Context: an optimization exercise on an open-source flow, tuned for small area, a short achievable clock period and few clock cycles. The choices shown serve that exercise and are no tape-out recipe. At most, simulation tests tie the RTL to the original design; equivalence was not proved. Power figures rest on the tool's default switching activity, not on a simulated workload.

==> inputs of umber <==
// ldp_fc
module ldp_fc #(
    parameter PBUF_SIZE = 64
) (
    input  wire        clk,
    input  wire        rst,           
    input  wire        cmd_valid,
    output wire        cmd_ready,
    input  wire [31:0] cmd,
    input  wire        rx_valid,
    output wire        rx_ready,
    input  wire [7:0]  rx_data,
    output wire        tx_valid,
    input  wire        tx_ready,
    output wire [7:0]  tx_data,
    output wire        po_valid,
    input  wire        po_ready,
    output wire [7:0]  po_data,
    output wire        busy,
    output wire [10:0] stat,          
    output wire [15:0] crc,
    output wire [1:0]  s3,
    output wire [1:0]  s4,
    output wire [15:0] pwp,
    output wire [15:0] alen,
    output wire [15:0] idx,
    output wire [7:0]  rid,
    output wire [15:0] rlen,
    output wire [7:0]  rinst,
    output wire [7:0]  rerr,
    output wire [15:0] rem,
    output wire [15:0] rcrc,
    output wire [15:0] nlog
);
==> flow/config.mk <==
export PLATFORM = sky130hd
export DESIGN_NAME = ldp_fc
export DESIGN_NICKNAME = ldp_fc
export VERILOG_FILES = /design/flow/design.v
export SDC_FILE = /design/flow/constraint.sdc
export NUM_CORES = 4
export LEC_CHECK = 0
export ABC_CLOCK_PERIOD_IN_PS = 4000
export CAP_MARGIN = 20
export CORE_MARGIN = 2
export CORE_UTILIZATION = 40
export CTS_BUF_LIST = sky130_fd_sc_hd__clkbuf_4 sky130_fd_sc_hd__clkbuf_8
export SETUP_SLACK_MARGIN = 5
export SLEW_MARGIN = 20
==> flow/constraint.sdc <==
create_clock -name core_clock -period 10.0 [get_ports {clk}]
set_input_delay 2.0000 -clock core_clock [delete_from_list [all_inputs] [get_ports {clk}]]
set_output_delay 2.0000 -clock core_clock [all_outputs]
set_load 0.01 [all_outputs]
standard.sh (not shown) runs the stock make flow with config.mk's settings and CLKGATE_MAP_FILE= SYNTH_SCRIPT=/design/flow/synth_recipe.tcl, a recipe that flattens the netlist after the stock synthesis.
==> flow/flow/run.sh <==
#!/bin/bash
set -euo pipefail
sed 's/SETUP_SLACK_MARGIN=[0-9.]*/SETUP_SLACK_MARGIN=6.0/' standard.sh > standard_tight.sh
bash standard_tight.sh > standard_tight.log 2>&1
==> lagoon: changes against umber <==
--- a/flow/design.v
+++ b/flow/design.v
@@ -107,47 +107,39 @@
     localparam [3:0] S_PH    = 4'd11;   
     localparam [3:0] S_PR    = 4'd12;   
     localparam [3:0] S_PC0   = 4'd13;
     localparam [3:0] S_PC1   = 4'd14;
     localparam [3:0] S_PW    = 4'd15;   
-    localparam [2:0] X_LD   = 3'd0;
-    localparam [2:0] X_ADV  = 3'd1;
-    localparam [2:0] X_S3   = 3'd2;
-    localparam [2:0] X_S4   = 3'd3;
-    localparam [2:0] X_CCLR = 3'd4;
-    localparam [2:0] X_S3C  = 3'd5;
-    localparam [2:0] X_S4C  = 3'd6;
     localparam [7:0] K_NOT_STATUS = 8'h80;
     localparam [7:0] K_BAD_CRC    = 8'h81;
     localparam [7:0] K_BAD_LENGTH = 8'h82;
     reg [3:0]   st;
     reg         busy_r, rxr, first;
-    reg [2:0]   xop;
+    reg [3:0]   xop;                  
     reg         kclr;                 
+    reg [15:0]  fcrc;                 
     reg [16:0]  cq;                   
     reg [2:0]   hc;                   
     reg [15:0]  crc_r;
     reg [1:0]   s3_r, s4_r;
     reg [6:0]   pwp_r;
     reg [8*PBUF_SIZE-1:0] ring;       
     reg [5:0]   ph;                   
     reg [5:0]   rq;                   
     reg [1:0]   ks;                   
-    reg [4:0]   kc;                   
+    reg [6:0]   at;                   
     reg [6:0]   alen_r;
     reg [6:0]   idx_r;
-    reg [7:0]   pq;                   
-    reg         pv, pl;               
+    reg         tp, tl;               
     reg         fdone;                
-    reg         sf, fin;              
+    reg         fin;                  
     reg [7:0]   rid_r, rinst_r, rerr_r;
     reg [15:0]  rlen_r, rem_r, rcrc_r, nlog_r;
     reg         pf_bad, pf_cap, pf_zero;
     reg         skip;
     reg [7:0]   kind;
     reg         alert, match_f, cmderr;
-    reg [7:0]   cb;                   
     reg         cb_crc;               
     reg         cb_wr;                
     reg         tx_v;
     reg [7:0]   tx_d;
     reg         q0_v, q1_v;           
@@ -197,11 +189,12 @@
         endcase
     end
     wire cmd_fire = cmd_valid && !busy_r;
     wire pb_full  = pwp_r[6];
     wire [15:0] crc_adv;
-    ldp_crc_table u_crc (.crc(crc_r), .data(cb), .value(crc_adv));
+    ldp_crc_table u_crc (.crc(cb_wr ? fcrc : crc_r), .data(cb_wr ? cq[7:0] : tx_d),
+                         .value(crc_adv));
     wire [15:0] crc_eff = cb_crc ? crc_adv : crc_r;
     wire wr_now = cb_wr && (ph == 6'd0 || pwp_r == 7'd1);
     always @(posedge clk)
         ring <= {ring[8*PBUF_SIZE-9:0], wr_now ? cq[7:0] : ring[8*PBUF_SIZE-1 -: 8]};
     wire [5:0] ph_nx = wr_now ? 6'd0 : ph + 6'd1;
@@ -214,11 +207,11 @@
     function [2:0] flags(input [7:0] b);
         flags = {b == 8'hFF, b == 8'hFD, b == 8'h00};
     endfunction
     wire [2:0] f_cq = flags(cq[7:0]);
     wire [2:0] f_rx = flags(rx_data);
-    wire [2:0] f_pq = flags(pq);
+    wire [2:0] f_pq = flags(tx_d);
     wire [1:0] s3c_nx, s3r_nx, s3p_nx, s4c_nx, s4r_nx, ks_nx;
     wire       s3c_m, s3r_m, s3p_m, s4c_m, s4r_m, ks_m;
     ldp_sentry #(.N(3)) u_s3c (.count(s3_r), .is_ff(f_cq[2]), .is_fd(f_cq[1]), .is_00(f_cq[0]),
                                .count_nx(s3c_nx), .match(s3c_m));
     ldp_sentry #(.N(3)) u_s3r (.count(s3_r), .is_ff(f_rx[2]), .is_fd(f_rx[1]), .is_00(f_rx[0]),
@@ -242,13 +235,12 @@
             3'd6:    a_hdr = 8'h00;
             default: a_hdr = cq[7:0];            
         endcase
     end
     wire [15:0] rlen_m4 = rlen_r - 16'd4;
-    wire in_asm  = (st == S_AH) || (st == S_AP);
-    wire consume = (st == S_AP) && load && !sf && pv;
-    wire fetch   = in_asm && hit && !fdone && (!pv || consume);
+    wire need_p  = !(tp && (s3p_m || tl));
+    wire fetch   = (st == S_AP) && load && need_p && hit && !fdone;
     reg [3:0] sn;           
     reg       q0v_n, q1v_n;
     always @(posedge clk) begin
         if (rst) begin
             st      <= S_IDLE;
@@ -259,11 +251,11 @@
             s3_r    <= 2'd0;
             s4_r    <= 2'd0;
             pwp_r   <= 7'd0;
             ph      <= 6'd0;
             ks      <= 2'd0;
-            kc      <= 5'd0;
+            at      <= 7'd3;
             alen_r  <= 7'd0;
             idx_r   <= 7'd0;
             rid_r   <= 8'h00;
             rlen_r  <= 16'h0000;
             rinst_r <= 8'h00;
@@ -274,10 +266,11 @@
             kind    <= 8'h00;
             alert   <= 1'b0;
             match_f <= 1'b0;
             cmderr  <= 1'b0;
             kclr    <= 1'b0;
+            fcrc    <= 16'h0000;
             cb_crc  <= 1'b0;
             cb_wr   <= 1'b0;
             tx_v    <= 1'b0;
             q0_v    <= 1'b0;
             q1_v    <= 1'b0;
@@ -288,59 +281,49 @@
             if (cb_crc)
                 crc_r <= crc_adv;
             kclr <= 1'b0;
             if (wr_now) begin
                 cb_wr <= 1'b0;
+                fcrc  <= crc_adv;
                 ks    <= ks_nx;
-                if (ks_m) kc <= kc + 5'd1;
+                at    <= at + (ks_m ? 7'd2 : 7'd1);
             end
             if (kclr) begin
+                fcrc <= 16'h0000;
                 ks <= 2'd0;
-                kc <= 5'd0;
+                at <= 7'd3;
             end
             ph <= ph_nx;
-            if (fetch) begin
-                pq    <= tap_b;
-                pv    <= 1'b1;
-                pl    <= rq_last;
-                fdone <= rq_last;
-            end else begin
+            if (!fetch)
                 rq <= rq + 6'd1;
-                if (consume)
-                    pv <= 1'b0;
-            end
             q0v_n = q0_v;
             q1v_n = q1_v;
             if (po_fire) begin
                 q0    <= q1;
                 q0v_n = q1_v;
                 q1v_n = 1'b0;
             end
             case (st)
             S_IDLE: begin
                 cq    <= cmd[16:0];
+                xop   <= op;
                 tx_d  <= 8'hFF;                  
                 rq    <= rp_0;                   
                 hc    <= 3'd1;
-                pv    <= 1'b0;
+                tp    <= 1'b0;
                 fdone <= 1'b0;
-                sf    <= 1'b0;
                 skip  <= 1'b0;
                 if (cmd_fire) begin
                     kind    <= 8'h00;
                     alert   <= 1'b0;
                     match_f <= 1'b0;
                     cmderr  <= !cmd_ok || (op == OP_PB_PUSH && pb_full);
                     if (cmd_ok) begin
                         case (op)
-                            OP_CRC_CLR: begin xop <= X_CCLR; sn = S_X; end
-                            OP_S3_CLR:  begin xop <= X_S3C; sn = S_X; end
-                            OP_S4_CLR:  begin xop <= X_S4C; sn = S_X; end
-                            OP_CRC_LD:  begin xop <= X_LD;  sn = S_X; end
-                            OP_CRC_ADV: begin xop <= X_ADV; sn = S_X; end
-                            OP_S3_FEED: begin xop <= X_S3;  sn = S_X; end
-                            OP_S4_FEED: begin xop <= X_S4;  sn = S_X; end
+                            OP_CRC_CLR, OP_CRC_LD, OP_CRC_ADV, OP_S3_FEED, OP_S4_FEED,
+                            OP_S3_CLR, OP_S4_CLR:
+                                sn = S_X;
                             OP_CRC_FOLD: if (pwp_r != 7'd0)
                                 sn = S_FOLD;
                             OP_PB_CLR: begin
                                 pwp_r <= 7'd0;
                                 kclr  <= 1'b1;
@@ -363,35 +346,38 @@
                 end
             end
             S_X: begin
                 sn = S_IDLE;
                 case (xop)
-                    X_LD:  crc_r <= cq[15:0];
-                    X_ADV: begin
-                        cb     <= cq[7:0];
+                    OP_CRC_LD:  crc_r <= cq[15:0];
+                    OP_CRC_ADV: begin
+                        tx_d   <= cq[7:0];
                         cb_crc <= 1'b1;
                         sn     = S_DRAIN;
                     end
-                    X_S3: begin
+                    OP_S3_FEED: begin
                         s3_r    <= s3c_nx;
                         match_f <= s3c_m;
                     end
-                    X_S4: begin
+                    OP_S4_FEED: begin
                         s4_r    <= s4c_nx;
                         match_f <= s4c_m;
                     end
-                    X_CCLR:  crc_r <= 16'h0000;
-                    X_S3C:   s3_r  <= 2'd0;
+                    OP_CRC_CLR:  crc_r <= 16'h0000;
+                    OP_S3_CLR:   s3_r  <= 2'd0;
                     default: s4_r  <= 2'd0;
                 endcase
             end
             S_DRAIN: sn = S_IDLE;
             S_PUSHW: if (wr_now)
                 sn = S_IDLE;
-            S_FOLD: if (hit) begin
+            S_FOLD: if (first && crc_r == 16'h0000) begin
+                crc_r <= fcrc;
+                sn    = S_IDLE;
+            end else if (hit) begin
                 rq     <= rq;
-                cb     <= tap_b;
+                tx_d   <= tap_b;
                 cb_crc <= 1'b1;
                 if (rq_last)
                     sn = S_DRAIN;
             end
             S_AH: begin
@@ -399,40 +385,43 @@
                     crc_r  <= 16'h0202;           
                     s3_r   <= 2'd0;
                     idx_r  <= pwp_r;
                 end
                 if (hc == 3'd1)
-                    alen_r <= pwp_r + {2'b00, kc} + 7'd3;
+                    alen_r <= at;
                 if (load) begin
                     tx_d   <= a_hdr;
-                    cb     <= a_hdr;
                     cb_crc <= 1'b1;
                     hc     <= hc + 3'd1;
+                    fin    <= 1'b0;
                     if (hc == 3'd7)
                         sn = (pwp_r == 7'd0) ? S_AC0 : S_AP;
                 end
             end
             S_AP: if (load) begin
-                if (sf) begin
+                if (tp)
+                    s3_r <= s3p_nx;
+                tp <= 1'b0;
+                if (tp && s3p_m) begin
                     tx_d   <= 8'hFD;
                     tx_v   <= 1'b1;
-                    cb     <= 8'hFD;
                     cb_crc <= 1'b1;
-                    sf     <= 1'b0;
-                    if (fin)
-                        sn = S_AC0;
-                end else if (pv) begin
-                    tx_d   <= pq;
+                    fin    <= tl;
+                end else if (tp && tl) begin
+                    tx_d <= crc_eff[7:0];
+                    sn   = S_AC1;
+                end else if (fin) begin
+                    tx_d <= crc_eff[7:0];
+                    tx_v <= 1'b1;
+                    sn   = S_AC1;
+                end else if (fetch) begin
+                    tx_d   <= tap_b;
                     tx_v   <= 1'b1;
-                    cb     <= pq;
                     cb_crc <= 1'b1;
-                    s3_r   <= s3p_nx;
-                    fin    <= pl;
-                    if (s3p_m)
-                        sf <= 1'b1;
-                    else if (pl)
-                        sn = S_AC0;
+                    tp     <= 1'b1;
+                    tl     <= rq_last;
+                    fdone  <= rq_last;
                 end else
                     tx_v <= 1'b0;
             end
             S_AC0: if (load) begin
                 tx_d <= crc_eff[7:0];
@@ -463,11 +452,11 @@
                 end
                 pf_bad  <= (rlen_r < 16'd4);
                 pf_cap  <= cq[16] && (rlen_m4 != cq[15:0]);
                 pf_zero <= (rlen_r == 16'd4);
                 if (rx_fire) begin
-                    cb     <= rx_data;
+                    tx_d   <= rx_data;
                     cb_crc <= 1'b1;
                     hc     <= hc + 3'd1;
                     case (hc)
                         3'd1: rid_r        <= rx_data;
                         3'd2: rlen_r[7:0]  <= rx_data;
@@ -496,11 +485,11 @@
                         end
                     endcase
                 end
             end
             S_PR: if (rx_fire) begin
-                cb     <= rx_data;
+                tx_d   <= rx_data;
                 cb_crc <= 1'b1;
                 rem_r  <= rem_r - 16'd1;
                 if (skip) begin
                     skip <= 1'b0;
                 end else begin
==> flow/flow/run.sh (replaced) <==
#!/bin/bash
set -euo pipefail
export CTS_ARGS='-sink_clustering_enable -repair_clock_nets -buf_list {sky130_fd_sc_hd__clkbuf_4 sky130_fd_sc_hd__clkbuf_8} -dont_use_dummy_load'
sed 's/SETUP_SLACK_MARGIN=[0-9.]*/SETUP_SLACK_MARGIN=6.7/' standard.sh > standard_tight.sh
bash standard_tight.sh > standard_tight.log 2>&1
==> results.txt <==
Status: lagoon complete, no violations; umber complete, no violations
DIE HEIGHT: lagoon 256 µm; umber 255 µm
Internal portion of total power: lagoon 4.16 mW; umber 4.76 mW
Core box area: lagoon 0.0630 mm²; umber 0.0627 mm²
Peak Freq: lagoon 0.277 GHz; umber 0.248 GHz
Power drawn by the combinational cells: lagoon 0.251 mW; umber 0.225 mW
Clk network pwr share: lagoon 37.8%; umber 45.4%
Part of the power in combinational logic: lagoon 4.7%; umber 3.7%
Final sequential cell count: lagoon 758; umber 756
Fraction of the core area covered by cells at the end of the flow: lagoon 49.1%; umber 48.8%
Non-filler cells in the finished layout: lagoon 3471; umber 3356
Effective utilization at floorplan: lagoon 40.4%; umber 40.2%
Fillers: lagoon 5751; umber 5586
Multi-input combinational cell area: lagoon 0.00934 mm²; umber 0.00858 mm²
Non-clk invs: lagoon 51; umber 50
Testbench counts of lagoon, summed over its fixed seeds: cycles 14,027.
Only the layout flow was run in umber; the RTL was not checked for function there.

* * *

==> inputs of job 6849 <==
ldp_fc, a different RTL version from the one above (not shown whole).
export LEC_CHECK = 0
export CAP_MARGIN = 20
export CORE_MARGIN = 2
export CORE_UTILIZATION = 40
export SLEW_MARGIN = 20
create_clock -name core_clock -period 10.0 [get_ports {clk}]
run.sh (not shown) runs the stock make flow with config.mk's settings and CLKGATE_MAP_FILE= SYNTH_SCRIPT=/design/flow/synth_recipe.tcl, a recipe that flattens the netlist after the stock synthesis.
Stock flow here: none of the scripts above is used.
==> job 8729 (differences from job 6849) <==
--- a/flow/design.v
+++ b/flow/design.v
@@ -104,24 +104,29 @@
     localparam [3:0] S_PH    = 4'd9;    
     localparam [3:0] S_PR    = 4'd10;   
     localparam [3:0] S_PC0   = 4'd11;
     localparam [3:0] S_PC1   = 4'd12;
     localparam [3:0] S_PW    = 4'd13;   
+    localparam [3:0] S_PUSHW = 4'd14;   
     localparam [7:0] K_NOT_STATUS = 8'h80;
     localparam [7:0] K_BAD_CRC    = 8'h81;
     localparam [7:0] K_BAD_LENGTH = 8'h82;
     reg [3:0]   st;
     reg [2:0]   hc;                   
     reg [15:0]  crc_r;
     reg [1:0]   s3_r, s4_r;
     reg [6:0]   pwp_r;
-    reg [7:0]   pbuf [0:PBUF_SIZE-1];
+    reg [8*PBUF_SIZE-1:0] ring;       
+    reg [5:0]   ph;                   
+    reg [5:0]   rq;                   
+    reg         fin;                  
+    reg         busy_r, rxr;
     reg [1:0]   ks;                   
     reg [4:0]   kc;                   
     reg [6:0]   alen_r;
     reg [6:0]   idx_r;
-    reg [6:0]   ra;                   
+    reg [7:0]   pq;                   
     reg         sf;                   
     reg [7:0]   rid_r, rinst_r, rerr_r;
     reg [15:0]  rlen_r, rem_r, rcrc_r, nlog_r;
     reg         skip;
     reg [7:0]   kind;
@@ -133,12 +138,12 @@
     reg         cb_wr;                
     reg         tx_v;
     reg [7:0]   tx_d;
     reg         q0_v, q1_v;           
     reg [7:0]   q0, q1;
-    assign busy      = (st != S_IDLE);
-    assign cmd_ready = (st == S_IDLE);
+    assign busy      = busy_r;
+    assign cmd_ready = !busy_r;
     assign stat      = {cmderr, match_f, alert, kind};
     assign crc       = crc_r;
     assign s3        = s3_r;
     assign s4        = s4_r;
     assign pwp       = {9'd0, pwp_r};
@@ -153,12 +158,11 @@
     assign nlog      = nlog_r;
     assign tx_valid = tx_v;
     assign tx_data  = tx_d;
     assign po_valid = q0_v;
     assign po_data  = q0;
-    assign rx_ready = (st == S_HUNT) || (st == S_PH) || (st == S_PC0) ||
-                      (st == S_PC1) || ((st == S_PR) && !q1_v);
+    assign rx_ready = rxr;
     wire rx_fire = rx_ready && rx_valid;
     wire po_fire = q0_v && po_ready;
     wire load    = !tx_v || tx_ready;    
     wire [3:0]  op = cmd[31:28];
     reg         cmd_ok;
@@ -174,32 +178,31 @@
                 cmd_ok = (cmd[27:17] == 11'd0);
             default:
                 cmd_ok = 1'b0;
         endcase
     end
-    wire cmd_fire = cmd_valid && (st == S_IDLE);
+    wire cmd_fire = cmd_valid && !busy_r;
     wire go       = cmd_fire && cmd_ok;
     wire pb_full  = pwp_r[6];
     wire [15:0] crc_adv;
     ldp_crc_table u_crc (.crc(crc_r), .data(cb), .value(crc_adv));
     wire [15:0] crc_eff = cb_crc ? crc_adv : crc_r;
-    genvar gi;
-    generate
-        for (gi = 0; gi < PBUF_SIZE; gi = gi + 1) begin : g_pb
-            always @(posedge clk)
-                if (cb_wr && pwp_r == gi + 1)
-                    pbuf[gi] <= cb;
-        end
-    endgenerate
-    wire [7:0] pb_rd = pbuf[ra[5:0]];
-    wire [7:0] pb_0  = (cb_wr && pwp_r == 7'd1) ? cb : pbuf[0];
+    wire wr_now = cb_wr && (ph == 6'd0 || pwp_r == 7'd1);
+    always @(posedge clk)
+        ring <= {ring[8*PBUF_SIZE-9:0], wr_now ? cb : ring[8*PBUF_SIZE-1 -: 8]};
+    wire [5:0] ph_nx = wr_now ? 6'd0 : ph + 6'd1;
+    wire [5:0] rp_0  = ph_nx + pwp_r[5:0] - 6'd1;    
+    wire [7:0] pb_rd = ring[8*rq +: 8];
+    wire       lastp = (rq + 6'd1 == ph);             
+    wire       lastf = (rq == ph);                    
+    wire push_ok_nx  = (pwp_r == 7'd0) || wr_now || (ph == 6'd63);
     function [2:0] flags(input [7:0] b);
         flags = {b == 8'hFF, b == 8'hFD, b == 8'h00};
     endfunction
     wire [2:0] f_cmd = flags(cmd[7:0]);
     wire [2:0] f_rx  = flags(rx_data);
-    wire [2:0] f_pb  = flags(pb_rd);
+    wire [2:0] f_pb  = flags(pq);
     wire [2:0] f_cb  = flags(cb);
     wire [1:0] s3c_nx, s3r_nx, s3p_nx, s4c_nx, s4r_nx, ks_nx;
     wire       s3c_m, s3r_m, s3p_m, s4c_m, s4r_m, ks_m;
     ldp_sentry #(.N(3)) u_s3c (.count(s3_r), .is_ff(f_cmd[2]), .is_fd(f_cmd[1]), .is_00(f_cmd[0]),
                                .count_nx(s3c_nx), .match(s3c_m));
@@ -224,26 +227,30 @@
             3'd5:    a_hdr = {1'b0, alen_r};
             3'd6:    a_hdr = 8'h00;
             default: a_hdr = a_inst;
         endcase
     end
-    wire [6:0]  ra_inc   = ra + 7'd1;
     wire [15:0] rlen_m4  = rlen_r - 16'd4;
+    reg [3:0] sn;           
+    reg       q0v_n, q1v_n;
     always @(posedge clk) begin
         if (rst) begin
             st      <= S_IDLE;
+            busy_r  <= 1'b0;
+            rxr     <= 1'b0;
             hc      <= 3'd0;
             crc_r   <= 16'h0000;
             s3_r    <= 2'd0;
             s4_r    <= 2'd0;
             pwp_r   <= 7'd0;
+            ph      <= 6'd0;
             ks      <= 2'd0;
             kc      <= 5'd0;
             alen_r  <= 7'd0;
             idx_r   <= 7'd0;
-            ra      <= 7'd0;
             sf      <= 1'b0;
+            fin     <= 1'b0;
             rid_r   <= 8'h00;
             rlen_r  <= 16'h0000;
             rinst_r <= 8'h00;
             rerr_r  <= 8'h00;
             rem_r   <= 16'h0000;
@@ -259,22 +266,28 @@
             cb_wr   <= 1'b0;
             tx_v    <= 1'b0;
             q0_v    <= 1'b0;
             q1_v    <= 1'b0;
         end else begin
+            sn = st;
             cb_crc <= 1'b0;
-            cb_wr  <= 1'b0;
+            if (wr_now)
+                cb_wr <= 1'b0;
+            ph <= ph_nx;
+            rq <= rq + 6'd1;
             if (cb_crc)
                 crc_r <= crc_adv;
-            if (cb_wr) begin
+            if (wr_now) begin
                 ks <= ks_nx;
                 if (ks_m) kc <= kc + 5'd1;
             end
+            q0v_n = q0_v;
+            q1v_n = q1_v;
             if (po_fire) begin
-                q0   <= q1;
-                q0_v <= q1_v;
-                q1_v <= 1'b0;
+                q0    <= q1;
+                q0v_n = q1_v;
+                q1v_n = 1'b0;
             end
             case (st)
             S_IDLE: if (cmd_fire) begin
                 kind    <= 8'h00;
                 alert   <= 1'b0;
@@ -285,17 +298,15 @@
                         OP_CRC_CLR:  crc_r <= 16'h0000;
                         OP_CRC_LD:   crc_r <= cmd[15:0];
                         OP_CRC_ADV: begin
                             cb     <= cmd[7:0];
                             cb_crc <= 1'b1;
-                            st     <= S_DRAIN;
+                            sn     = S_DRAIN;
                         end
                         OP_CRC_FOLD: if (pwp_r != 7'd0) begin
-                            cb     <= pb_0;
-                            cb_crc <= 1'b1;
-                            ra     <= 7'd1;
-                            st     <= (pwp_r == 7'd1) ? S_DRAIN : S_FOLD;
+                            rq     <= rp_0;
+                            sn     = S_FOLD;
                         end
                         OP_S3_CLR:   s3_r <= 2'd0;
                         OP_S3_FEED: begin
                             s3_r    <= s3c_nx;
                             match_f <= s3c_m;
@@ -315,99 +326,109 @@
                                 cmderr <= 1'b1;
                             else begin
                                 pwp_r <= pwp_r + 7'd1;
                                 cb    <= cmd[7:0];
                                 cb_wr <= 1'b1;
+                                if (!push_ok_nx)
+                                    sn = S_PUSHW;
                             end
                         end
                         OP_ASM: begin
                             a_id   <= cmd[15:8];
                             a_inst <= cmd[7:0];
                             crc_r  <= 16'h0000;
                             s3_r   <= 2'd0;
                             idx_r  <= pwp_r;
-                            ra     <= 7'd0;
+                            rq     <= rp_0;
                             sf     <= 1'b0;
                             tx_d   <= 8'hFF;
                             tx_v   <= 1'b1;
                             cb     <= 8'hFF;
                             cb_crc <= 1'b1;
                             hc     <= 3'd1;
-                            st     <= S_AH;
+                            sn     = S_AH;
                         end
-                        OP_HUNT:     st <= S_HUNT;
+                        OP_HUNT:     sn = S_HUNT;
                         OP_PARSE: begin
                             p_ce   <= cmd[16];
                             rem_r  <= cmd[15:0];         
                             rcrc_r <= 16'h0000;
                             nlog_r <= 16'h0000;
                             skip   <= 1'b0;
                             crc_r  <= 16'h0E28;
                             s3_r   <= 2'd0;
                             hc     <= 3'd0;
-                            st     <= S_PH;
+                            sn     = S_PH;
                         end
                         default: ;
                     endcase
                 end
             end
-            S_DRAIN: st <= S_IDLE;
+            S_DRAIN: sn = S_IDLE;
+            S_PUSHW: if (wr_now)
+                sn = S_IDLE;
             S_FOLD: begin
                 cb     <= pb_rd;
                 cb_crc <= 1'b1;
-                ra     <= ra_inc;
-                if (ra_inc == pwp_r)
-                    st <= S_DRAIN;
+                rq     <= rq;
+                if (lastf)
+                    sn = S_DRAIN;
             end
             S_AH: begin
                 if (hc == 3'd1)
                     alen_r <= pwp_r + {2'b00, kc} + 7'd3;
+                if (hc == 3'd1 && load) begin
+                    pq     <= pb_rd;             
+                    rq     <= rq;
+                end
                 if (load) begin
                     tx_d   <= a_hdr;
                     cb     <= a_hdr;
                     cb_crc <= 1'b1;
                     hc     <= hc + 3'd1;
                     if (hc == 3'd7)
-                        st <= (pwp_r == 7'd0) ? S_AC0 : S_AP;
+                        sn = (pwp_r == 7'd0) ? S_AC0 : S_AP;
                 end
             end
             S_AP: if (load) begin
                 cb_crc <= 1'b1;
                 if (sf) begin
                     tx_d <= 8'hFD;
                     cb   <= 8'hFD;
                     sf   <= 1'b0;
-                    if (ra == pwp_r)
-                        st <= S_AC0;
+                    if (fin)
+                        sn = S_AC0;
                 end else begin
-                    tx_d <= pb_rd;
-                    cb   <= pb_rd;
+                    tx_d <= pq;
+                    cb   <= pq;
                     s3_r <= s3p_nx;
-                    ra   <= ra_inc;
+                    pq   <= pb_rd;
+                    rq   <= rq;
+                    fin  <= lastp;
                     if (s3p_m)
                         sf <= 1'b1;
-                    else if (ra_inc == pwp_r)
-                        st <= S_AC0;
+                    else if (lastp)
+                        sn = S_AC0;
                 end
             end
             S_AC0: if (load) begin
                 tx_d <= crc_eff[7:0];
-                st   <= S_AC1;
+                sn   = S_AC1;
             end
             S_AC1: if (load) begin
                 tx_d <= crc_r[15:8];
-                st   <= S_AW;
+                sn   = S_AW;
             end
             S_AW: if (load) begin
                 tx_v <= 1'b0;
-                st   <= S_IDLE;
+                sn   = S_IDLE;
             end
             S_HUNT: if (rx_fire) begin
                 s4_r <= s4r_nx;
                 if (s4r_m) begin
                     match_f <= 1'b1;
-                    st      <= S_IDLE;
+                    sn      = S_IDLE;
                 end
             end
             S_PH: if (rx_fire) begin
                 cb     <= rx_data;
                 cb_crc <= 1'b1;
@@ -420,24 +441,24 @@
                     default: begin
                         rerr_r <= rx_data;
                         if (rinst_r != 8'h55) begin
                             kind  <= K_NOT_STATUS;
                             rem_r <= 16'h0000;
-                            st    <= S_DRAIN;
+                            sn    = S_DRAIN;
                         end else if (rlen_r < 16'd4) begin
                             kind  <= K_BAD_LENGTH;
                             rem_r <= 16'h0000;
-                            st    <= S_DRAIN;
+                            sn    = S_DRAIN;
                         end else begin
                             rem_r <= rlen_m4;
                             if (p_ce && rlen_m4 != rem_r) begin
                                 kind <= K_BAD_LENGTH;
-                                st   <= S_DRAIN;
+                                sn   = S_DRAIN;
                             end else if (rlen_m4 == 16'd0)
-                                st <= S_PC0;
+                                sn = S_PC0;
                             else
-                                st <= S_PR;
+                                sn = S_PR;
                         end
                     end
                 endcase
             end
             S_PR: if (rx_fire) begin
@@ -448,40 +469,43 @@
                     skip <= 1'b0;
                 end else begin
                     nlog_r <= nlog_r + 16'd1;
                     s3_r   <= s3r_nx;
                     skip   <= s3r_m;
-                    if (!q0_v || (po_fire && !q1_v)) begin
-                        q0   <= rx_data;
-                        q0_v <= 1'b1;
-                    end else if (po_fire) begin
-                        q1   <= rx_data;
-                        q1_v <= 1'b1;
+                    if (!q0v_n) begin
+                        q0    <= rx_data;
+                        q0v_n = 1'b1;
                     end else begin
-                        q1   <= rx_data;
-                        q1_v <= 1'b1;
+                        q1    <= rx_data;
+                        q1v_n = 1'b1;
                     end
                 end
                 if (rem_r == 16'd1)
-                    st <= S_PC0;
+                    sn = S_PC0;
             end
             S_PC0: if (rx_fire) begin
                 rcrc_r[7:0] <= rx_data;
-                st          <= S_PC1;
+                sn          = S_PC1;
             end
             S_PC1: if (rx_fire) begin
                 rcrc_r[15:8] <= rx_data;
                 if ({rx_data, rcrc_r[7:0]} != crc_r) begin
                     kind <= K_BAD_CRC;
                 end else if (rerr_r[6:0] != 7'd0) begin
                     kind  <= {1'b0, rerr_r[6:0]};
                     alert <= rerr_r[7];
                 end
-                st <= (q0_v && !(po_fire && !q1_v)) ? S_PW : S_IDLE;
+                sn = q0v_n ? S_PW : S_IDLE;
             end
-            S_PW: if (!q0_v || (po_fire && !q1_v))
-                st <= S_IDLE;
-            default: st <= S_IDLE;
+            S_PW: if (!q0v_n)
+                sn = S_IDLE;
+            default: sn = S_IDLE;
             endcase
+            st     <= sn;
+            q0_v   <= q0v_n;
+            q1_v   <= q1v_n;
+            busy_r <= (sn != S_IDLE);
+            rxr    <= (sn == S_HUNT) || (sn == S_PH) || (sn == S_PC0) ||
+                      (sn == S_PC1) || ((sn == S_PR) && !q1v_n);
         end
     end
 endmodule
==> flow/config.mk (replaced) <==
export PLATFORM = sky130hd
export DESIGN_NAME = ldp_fc
export DESIGN_NICKNAME = ldp_fc
export VERILOG_FILES = /design/flow/design.v
export SDC_FILE = /design/flow/constraint.sdc
export NUM_CORES = 4
export LEC_CHECK = 0
export ABC_CLOCK_PERIOD_IN_PS = 4000
export CAP_MARGIN = 20
export CORE_MARGIN = 2
export CORE_UTILIZATION = 40
export SETUP_SLACK_MARGIN = 5
export SLEW_MARGIN = 20
==> qor summary <==
metric	job 6849	job 8729
Main synth FF type	sky130_fd_sc_hd__edfxtp_1	sky130_fd_sc_hd__dfxtp_1
Post-synth EDFFs	552	62
Comb pwr	0.105 mW	0.266 mW
Synthesis-to-finish area growth	18.1%	19.6%
Final Cycle Share	55.4%	49.6%
Normalized max-slew margin	13.3%	31.6%
Clock insertion delay at the later pin of the skew report	0.67 ns	0.63 ns
Pre-CTS setup slack	3.91 ns	3.27 ns
Starting utilization of the core area	40.3%	40.3%
Count of plain and timing-repair buffers	320	241
Maximum resistive drop on vdd	0.127 mV	0.119 mV
Fraction of cell area in non-clock buffers	7.37%	6.98%
Total net switching power	1.38 mW	1.36 mW
Post-detailed-route via-to-cell ratio	6.58	5.50
Switching part of the total	21.9%	22.1%
Worst stage delay on the critical path	0.93 ns	0.66 ns
Status	finished clean	finished clean
Area taken by flip-flops and latches	20,100 um2	15,500 um2
Testbench counts of job 6849, summed over its fixed seeds: cycles 14,567.
For job 8729, only the layout was checked, not whether the RTL still works.

[static timing again, ports no longer ideal]
The results above use ideal ports. As a check the final layouts listed here were re-extracted and re-timed, cells and wires unchanged.
Step 1, drivers: a clkbuf_16 drives clk and a buf_2 each remaining input, both assumed.
Step 2 times the ports against the registers' clock, not the clock port: input delays grow and output delays shrink by t, the midpoint of the rising clock arrivals with the driver on.
a / b / c = ideal ports / drivers / drivers and shift; a / b = the first two.
| run | shift t [ns] | slack for setup (ns) | hold WS [ns] |
|---|---|---|---|
| umber | 0.772 | 5.972 / 5.993 / 5.221 | 0.293 / 0.293 / 0.293 |
| lagoon | 0.733 | 6.387 / 6.394 / 5.661 | 0.298 / 0.298 / 0.298 |
| job 6849 | 0.712 | 4.456 / 4.456 / 3.934 | 0.458 / 0.458 / 0.458 |
| job 8729 | 0.675 | 5.039 / 5.070 / 4.394 | 0.333 / 0.333 / 0.333 |
After both steps setup and hold are still met in every run listed. For umber, which loses most, drivers alone change the setup slack by +0.021 ns; drivers and shift together by -0.751 ns.
